From an optimization exercise on the open Yosys and OpenROAD flow, aimed at small area, a short achievable clock period and few clock cycles; shortcuts taken in it are not production practice.
Function was checked by simulation only, so behaviour that the tests miss may differ from the original.
Power is estimated from default activity; no workload was simulated.

===== design/flow/constraint.sdc =====
create_clock -name core_clock -period 15.0 [get_ports {clk}]
set_input_delay 3.0000 -clock core_clock [delete_from_list [all_inputs] [get_ports {clk}]]
set_output_delay 3.0000 -clock core_clock [all_outputs]
set_load 0.01 [all_outputs]

===== design/flow/run.sh =====
#!/bin/bash
# synth_recipe.tcl (not shown) runs the flow's synth.tcl, then flattens the netlist and writes it again
# the make line also repeats each setting of config.mk as NAME=value (left out here)
make -C /OpenROAD-flow-scripts/flow DESIGN_CONFIG=/design/flow/config.mk WORK_HOME=/design/flow/orfs CLKGATE_MAP_FILE= SYNTH_SCRIPT=/design/flow/synth_recipe.tcl finish

===== design/flow/design.v =====
module gfrs_enc (
    input  wire        clk,
    input  wire        rst,           
    input  wire        cmd_valid,
    output wire        cmd_ready,
    input  wire [1:0]  cmd_op,        
    input  wire [3:0]  cmd_k,
    input  wire [15:0] cmd_poly,
    input  wire [15:0] cmd_base,
    input  wire [15:0] cmd_n,
    input  wire [7:0]  cmd_t,
    input  wire        in_valid,
    output wire        in_ready,
    input  wire [15:0] in_data,
    output wire        out_valid,
    input  wire        out_ready,
    output wire [11:0] out_data,
    output reg         done,
    output reg  [3:0]  status,
    output reg  [3:0]  einfo,
    output reg         field_valid
);
    localparam TMAX = 8;
    localparam OP_INIT = 2'd0;
    localparam OP_ENC  = 2'd1;
    localparam C_OK      = 4'd0;
    localparam C_ILLEGAL = 4'd1;
    localparam C_ARG     = 4'd2;
    localparam C_NOFIELD = 4'd3;
    localparam I_WORDSIZE  = 4'd1;
    localparam I_POLYDEG   = 4'd2;
    localparam I_NOTPRIM   = 4'd3;
    localparam I_GENBASE   = 4'd4;
    localparam I_ECCOUNT   = 4'd6;
    localparam I_DATACOUNT = 4'd7;
    localparam I_LENGTH    = 4'd8;
    localparam I_CWRANGE   = 4'd9;
    localparam I_TCAP      = 4'd12;
    localparam S_IDLE = 3'd0;
    localparam S_INIT = 3'd1;
    localparam S_GEN  = 3'd2;
    localparam S_DATA = 3'd3;
    localparam S_PAR  = 3'd4;
    reg [2:0]  state;
    reg [12:0] poly;         
    reg [12:0] kbit;         
    reg [11:0] pal;          
    reg [3:0]  shamt;        
    reg [11:0] fmask;        
    reg [11:0] alpha_b;      
    reg [15:0] base;
    reg [11:0] x;
    reg [11:0] icnt;
    reg [4:0]  tcnt;         
    reg [11:0] kcnt;         
    reg [4:0]  step;
    reg [11:0] root;
    reg        cw_err;
    reg [11:0] g [0:TMAX-1];
    reg [11:0] r [0:TMAX-1];
    function [11:0] xtime;
        input [11:0] v;
        input [12:0] p;
        input [12:0] kb;
        reg   [12:0] t;
        begin
            t = {v, 1'b0};
            if (|(t & kb)) t = t ^ p;
            xtime = t[11:0];
        end
    endfunction
    function [11:0] gf_mul;
        input [11:0] a;
        input [11:0] b;
        input [11:0] pa;
        reg   [11:0] acc;
        integer i;
        begin
            acc = 12'd0;
            for (i = 11; i >= 0; i = i - 1) begin
                acc = {acc[10:0], 1'b0} ^ (acc[11] ? pa : 12'd0);
                if (b[i]) acc = acc ^ a;
            end
            gf_mul = acc;
        end
    endfunction
    wire k_legal = (cmd_k == 4'd4) || (cmd_k == 4'd6) || (cmd_k == 4'd8) ||
                   (cmd_k == 4'd10) || (cmd_k == 4'd12);
    wire [15:0] cmd_kbit = 16'd1 << cmd_k;
    wire        deg_ok   = (cmd_poly >> cmd_k) == 16'd1;
    wire [3:0]  cmd_sh   = 4'd12 - cmd_k;
    wire [15:0] cmd_pal  = cmd_poly << cmd_sh;
    wire [11:0] x_next  = xtime(x, poly, kbit);
    wire [11:0] icnt_n  = icnt + 12'd1;
    wire [4:0]  tm1     = tcnt - 5'd1;
    wire [11:0] r_top   = r[tm1[2:0]] >> shamt;
    wire [11:0] fb      = in_data[11:0] ^ r_top;
    wire        cw_bad  = (in_data & ~{4'd0, fmask}) != 16'd0;
    assign cmd_ready = (state == S_IDLE);
    assign in_ready  = (state == S_DATA);
    assign out_valid = (state == S_PAR);
    assign out_data  = r_top;
    integer j;
    always @(posedge clk) begin
        done <= 1'b0;
        if (rst) begin
            state       <= S_IDLE;
            status      <= C_OK;
            einfo       <= 4'd0;
            field_valid <= 1'b0;
        end else begin
            case (state)
            S_IDLE: if (cmd_valid) begin
                if (cmd_op == OP_INIT) begin
                    poly  <= cmd_poly[12:0];
                    kbit  <= cmd_kbit[12:0];
                    pal   <= cmd_pal[11:0];
                    shamt <= cmd_sh;
                    fmask <= cmd_kbit[11:0] - 12'd1;
                    base  <= cmd_base;
                    alpha_b <= 12'd1;
                    x     <= 12'd1;
                    icnt  <= 12'd0;
                    if (!k_legal) begin
                        field_valid <= 1'b0;
                        status <= C_ARG; einfo <= I_WORDSIZE;
                        done <= 1'b1; state <= S_IDLE;
                    end else if (!deg_ok) begin
                        field_valid <= 1'b0;
                        status <= C_ARG; einfo <= I_POLYDEG;
                        done <= 1'b1; state <= S_IDLE;
                    end else begin
                        state <= S_INIT;
                    end
                end else if (cmd_op == OP_ENC) begin
                    tcnt   <= cmd_t[4:0];
                    kcnt   <= cmd_n[11:0] - {7'd0, cmd_t[4:0]};
                    step   <= 5'd0;
                    root   <= alpha_b;
                    cw_err <= 1'b0;
                    for (j = 0; j < TMAX; j = j + 1) begin
                        g[j] <= (j == 0) ? (12'd1 << shamt) : 12'd0;
                        r[j] <= 12'd0;
                    end
                    if (!field_valid) begin
                        status <= C_NOFIELD; einfo <= 4'd0;
                        done <= 1'b1; state <= S_IDLE;
                    end else if (cmd_t == 8'd0) begin
                        status <= C_ARG; einfo <= I_ECCOUNT;
                        done <= 1'b1; state <= S_IDLE;
                    end else if (cmd_n <= {8'd0, cmd_t}) begin
                        status <= C_ARG; einfo <= I_DATACOUNT;
                        done <= 1'b1; state <= S_IDLE;
                    end else if (cmd_n > {4'd0, fmask}) begin
                        status <= C_ARG; einfo <= I_LENGTH;
                        done <= 1'b1; state <= S_IDLE;
                    end else if (cmd_t > TMAX) begin
                        status <= C_ARG; einfo <= I_TCAP;
                        done <= 1'b1; state <= S_IDLE;
                    end else begin
                        state <= S_GEN;
                    end
                end else begin
                    status <= C_ILLEGAL; einfo <= 4'd0;
                    done <= 1'b1; state <= S_IDLE;
                end
            end
            S_INIT: begin
                x    <= x_next;
                icnt <= icnt_n;
                if ({4'd0, icnt_n} == base) alpha_b <= x_next;
                if (icnt_n == fmask) begin
                    if (x_next != 12'd1) begin
                        field_valid <= 1'b0;
                        status <= C_ARG; einfo <= I_NOTPRIM;
                    end else if (base > {4'd0, fmask} - 16'd1) begin
                        field_valid <= 1'b0;
                        status <= C_ARG; einfo <= I_GENBASE;
                    end else begin
                        field_valid <= 1'b1;
                        status <= C_OK; einfo <= 4'd0;
                    end
                    done <= 1'b1; state <= S_IDLE;
                end else if (x_next == 12'd1) begin
                    field_valid <= 1'b0;
                    status <= C_ARG; einfo <= I_NOTPRIM;
                    done <= 1'b1; state <= S_IDLE;
                end
            end
            S_GEN: begin
                g[0] <= gf_mul(g[0], root, pal);
                for (j = 1; j < TMAX; j = j + 1)
                    g[j] <= g[j-1] ^ gf_mul(g[j], root, pal);
                root <= xtime(root, poly, kbit);
                step <= step + 5'd1;
                if (step + 5'd1 == tcnt) state <= S_DATA;
            end
            S_DATA: if (in_valid) begin
                if (cw_bad) cw_err <= 1'b1;
                r[0] <= gf_mul(g[0], fb, pal);
                for (j = 1; j < TMAX; j = j + 1)
                    r[j] <= r[j-1] ^ gf_mul(g[j], fb, pal);
                kcnt <= kcnt - 12'd1;
                if (kcnt == 12'd1) begin
                    step <= 5'd0;
                    if (cw_err || cw_bad) begin
                        status <= C_ARG; einfo <= I_CWRANGE;
                        done <= 1'b1; state <= S_IDLE;
                    end else begin
                        state <= S_PAR;
                    end
                end
            end
            S_PAR: if (out_ready) begin
                for (j = 1; j < TMAX; j = j + 1)
                    r[j] <= r[j-1];
                step <= step + 5'd1;
                if (step + 5'd1 == tcnt) begin
                    status <= C_OK; einfo <= 4'd0;
                    done <= 1'b1; state <= S_IDLE;
                end
            end
            default: state <= S_IDLE;
            endcase
        end
    end
endmodule

===== design/flow/config.mk =====
export PLATFORM = sky130hd
export DESIGN_NAME = gfrs_enc
export DESIGN_NICKNAME = gfrs_enc
export VERILOG_FILES = /design/flow/design.v
export SDC_FILE = /design/flow/constraint.sdc
export NUM_CORES = 4
export LEC_CHECK = 0
export CAP_MARGIN = 20
export CORE_MARGIN = 2
export CORE_UTILIZATION = 35
export SLEW_MARGIN = 20

==> metrics.md <==
| Metric | Value |
|---|---|
| Worst hold slack | `0.4687 ns` |
| Maximum VDD drop | `0.0001365 V` |
| Longest Clk Path Bufs | `3` |
| Number of global-route vias before repair | `72950` |
| Placed Area | `0.08453 mm2` |
| Post-CTS Setup Inserts | `0` |
| Post-synthesis sequential area ratio | `0.1252` |
| Fin nets | `11480` |
| Largest registers | `g (96), r (96), base (16)` |
| Initial antenna violation count | `15` |
| Die Area | `0.2357 mm2` |
| Setup TNS | `0 ns` |
| Fin area | `0.08599 mm2` |
| Worst setup EP type | `flop` |
| Post-CTS Hold Fix Bufs | `0` |
| Crit-path most repeated cell | `xor2_1` |
| Clk Latency, worst-skew pair | `0.69 ns` |
| Largest net degree at the start of global routing | `129` |
| Pwr Density | `between 100 and 150 mW/mm2` |
| Main combinational cell family by area after synthesis | `XOR/XNOR gates` |
| Vias/cell | `approximately 5.5` |
| Initial Utilization | `0.3523` |
| Setup crit start | `in_data[9]` |
| Critical Path, Cell by Cell | `clkdlybuf4s50_1, o41ai_1, a211o_4, buf_4, and3_1, nor3_2, xnor2_1, nor2_1, mux2_4, o31ai_1, a32oi_1, o21ai_2, xor2_1, nor3_1, nor4_1, a211oi_1, nand3b_1, xnor3_1, nand2_1, xor2_1, o21ai_0, a22o_1` |
| Post-synth EDFFs | `331` |
| Cell Rows | `roughly 180` |
| P_leak | `30.68 nW` |
| Slew HR | `0.2501` |
| Number of H-tree levels | `2` |
| CTS root buf | `clkbuf_16` |
| FMAX | `90.19 MHz` |
| DPL Wire Length | `between 200 and 250 mm` |
| Worst stage delay on the critical path | `1.03 ns` |
| Commonest register cell after synthesis | `edfxtp_1` |
| Slowest-stage cell, CP | `o41ai_1` |
| Crit Path Category | `primary input to flop` |
| Post-synthesis compound-gate area fraction | `0.09615` |
| Syn_area_per_cell | `6.795 um2` |
| WL per Instance | `between 20 and 25 um` |
| Final WL | `314.6 mm` |
| Synthesized flop and latch total | `roughly 340` |
| Simple-Gate Fraction of Synth Area | `0.2617` |
| Crit path time final | `between 10 and 15 ns` |
| GRT overflow | `0` |
| Area share of fa/ha/maj cells after synthesis | `0.007648` |
| Worst hold path type | `flop to flop` |
| Clock slew at reported path FFs | `0.06 ns` |
| TritonCTS clock tree | `done` |
| Async S/R FF share, synth | `0` |
| Reg-to-Reg Start | `tcnt[1]$_DFFE_PP_` |
| Synth-to-layout area growth | `5.962%` |
| Outcome | `no timing/DRC/antenna violations` |
| Tot GR Track Use | `0.2572` |
| Die Span X | `between 400 and 500 um` |
| PortBufs | `105` |
| DRC violations left | `0` |
| Final hold violation count | `0` |
| Skew final | `0.02805 ns` |
| Worst Tran Pin Value | `1.125 ns` |
| Worst hold start | `status[0]$_SDFFE_PP0P_` |
| Final ANT Viol Nets | `0` |
| First-pass DRT Iterations | `8` |
| Clock sink count | `roughly 340` |
| Core Area | `0.2303 mm2` |
| Critical path data required time | `15.42 ns` |
| Worst EP arrival | `11.50 ns` |
| Synth Cell Area | `0.08115 mm2` |
| RSZ-0062 raised after global routing | `false` |
| Max FO, Critical Path | `33` |
| Synth warn | `3` |
| Fin cells | `14410` |
| CTS resizes | `0` |
| IO Count | `108` |
| Placed cells | `14320` |
| Endpoints failing setup | `0` |
| Post-synth cell types | `between 100 and 150` |
| Tcrit/Tclk final | `0.7392` |
| Layout cell share with drive strength beyond 1 | `0.04711` |
| Final core utilization | `0.3733` |
| Max-cap viol count | `0` |
| Routability cong. | `0.9646` |
| First-pass GRT wire length | `472.8 mm` |
| Cells after Synth | `between 10000 and 15000` |
| Die Height | `485.5 um` |
| Xor and xnor area share after synthesis | `0.4373` |
| Number of CTS-inserted buffers | `45` |
| Buf/Inv on CP | `2` |
| Top delay family on crit path | `compound AO/OA/AOI/OAI gates` |
| Startpoint Class | `primary input` |
| Routed via count | `78740` |
| Final Slew Violations | `0` |
| Post-synthesis mux area share | `0.01465` |
| Starting DRT DRC Count | `9225` |
cells in the final DEF (no fill, tap or decap), types with 50 or more instances in the layout:
| cell type | count |
|---|---|
| nand3_1 | 130 |
| mux2i_1 | 79 |
| inv_1 | 92 |
| nor3_1 | 149 |
| a21oi_1 | 285 |
| clkdlybuf4s50_1 | 105 |
| xnor3_1 | 66 |
| o21ai_0 | 353 |
| xor2_1 | 575 |
| o211ai_1 | 58 |
| nand2_1 | 3997 |
| edfxtp_1 | 331 |
| nor2_1 | 357 |
| buf_4 | 287 |
| and2_1 | 52 |
| nand2b_1 | 50 |
| and3_1 | 149 |
| xnor2_1 | 3226 |
synth_stat cells, types with 48 or more instances:
library cell / n / share of area
buf_1: 215 / 0.0099
o21ai_0: 354 / 0.022
xnor3_1: 66 / 0.018
nand2b_1: 50 / 0.0039
and3_1: 149 / 0.011
nor3_1: 152 / 0.0094
mux2i_1: 79 / 0.0097
edfxtp_1: 331 / 0.12
nand2_1: 3999 / 0.18
and2_1: 52 / 0.0040
nand3_1: 130 / 0.0080
o211ai_1: 58 / 0.0054
clkbuf_1: 712 / 0.033
inv_1: 96 / 0.0044
xor2_1: 582 / 0.063
a21oi_1: 289 / 0.018
xnor2_1: 3234 / 0.35
buf_2: 91 / 0.0056
ha_1: 48 / 0.0074
nor2_1: 360 / 0.017
routing by layer:
metal / GRT usage / routed length [um]
met1: 0.3462 / 129600
met2: 0.4079 / 138100
met3: 0.04361 / 33310
met4: 0.1006 / 13530
met5: 0 / 48
kinds of logic after synthesis:
| logic type | Yosys count |
|---|---|
| flip-flops | 342 |
| AND/OR/NAND/NOR | 5167 |
| buffers and inverters | 1162 |
| AO/OA/AOI/OAI | 1206 |
| other | 1 |
| multiplexers | 105 |
| XOR/XNOR | 3910 |
| adder cells (fa/ha/maj) | 49 |
where the power goes:
| group | switching [mW] | total, mW | internal (mW) |
|---|---|---|---|
| Sequential | 0.0159 | 1.07 | 1.06 |
| Clock | 0.526 | 1.15 | 0.624 |
| Combinational | 4.62 | 8.25 | 3.63 |
layout make-up:
type | instances | area, um2
antenna | 2 | 5.005
clock inverter | 27 | 276.5
fill | 24550 | 144400
clock buffer | 53 | 1156
tap | 3026 | 3786
sequential | 342 | 10160
multi-input combinational | 10440 | 66610
timing repair buffer | 412 | 3606
inverter | 104 | 392.9
path summary, 6_finish.rpt:
path / slack (ns) / cells past startpoint / endpoint
worst max register to register: 5.03 / 25 / r[2][0]$_SDFFCE_PN0P_
worst min register to register: 0.47 / 2 / status[0]$_SDFFE_PP0P_
worst min-delay path: 0.47 / 2 / status[0]$_SDFFE_PP0P_
worst max-delay path: 3.91 / 22 / r[4][0]$_SDFFCE_PN0P_
tightest hold or removal path: cells and delay by family, from the launching register on:
kind	cells	cell delay [ns]
AND/OR/NAND/NOR	1	0.05
flip-flops	1	0.31
AO/OA/AOI/OAI	1	0.05
per-stage QoR:
| step | setup slack, ns | total power [mW] |
|---|---|---|
| CTS | 4.124 | 10.40 |
| global placement | 3.757 | 9.200 |
| global route | 3.427 | 11.24 |
| floorplan | 3.082 | 7.860 |
| finish | 3.912 | 10.47 |
| detailed placement | 3.467 | 9.206 |
Testbench counts, summed over its fixed seeds: cycles 18,997.

==> re-timing with driven ports <==
No port has a modelled driver above. Below, the same layout with a new extraction and two added sets of constraints.
Step 1 sets driving cells, clkbuf_16 on the clock port and buf_2 on the other inputs (assumed; they add their load-dependent delay and slew).
Step 2 moves the port delays by t, midway between the first and last clock arrival at a register: inputs arrive t later, outputs are due t later. That takes back most of the time a late clock gives input paths.
Slacks: ideal ports / drivers / drivers and shift; pairs: ideal ports / drivers.
t, ns: 0.750
setup slack, ns: 3.912 / 3.971 / 3.222
slew at the worst register clock pin (ns): 0.08 / 0.08
After both steps setup and hold are still met in this run. The setup slack of this run moves by +0.059 ns with the drivers and by -0.690 ns with both steps.
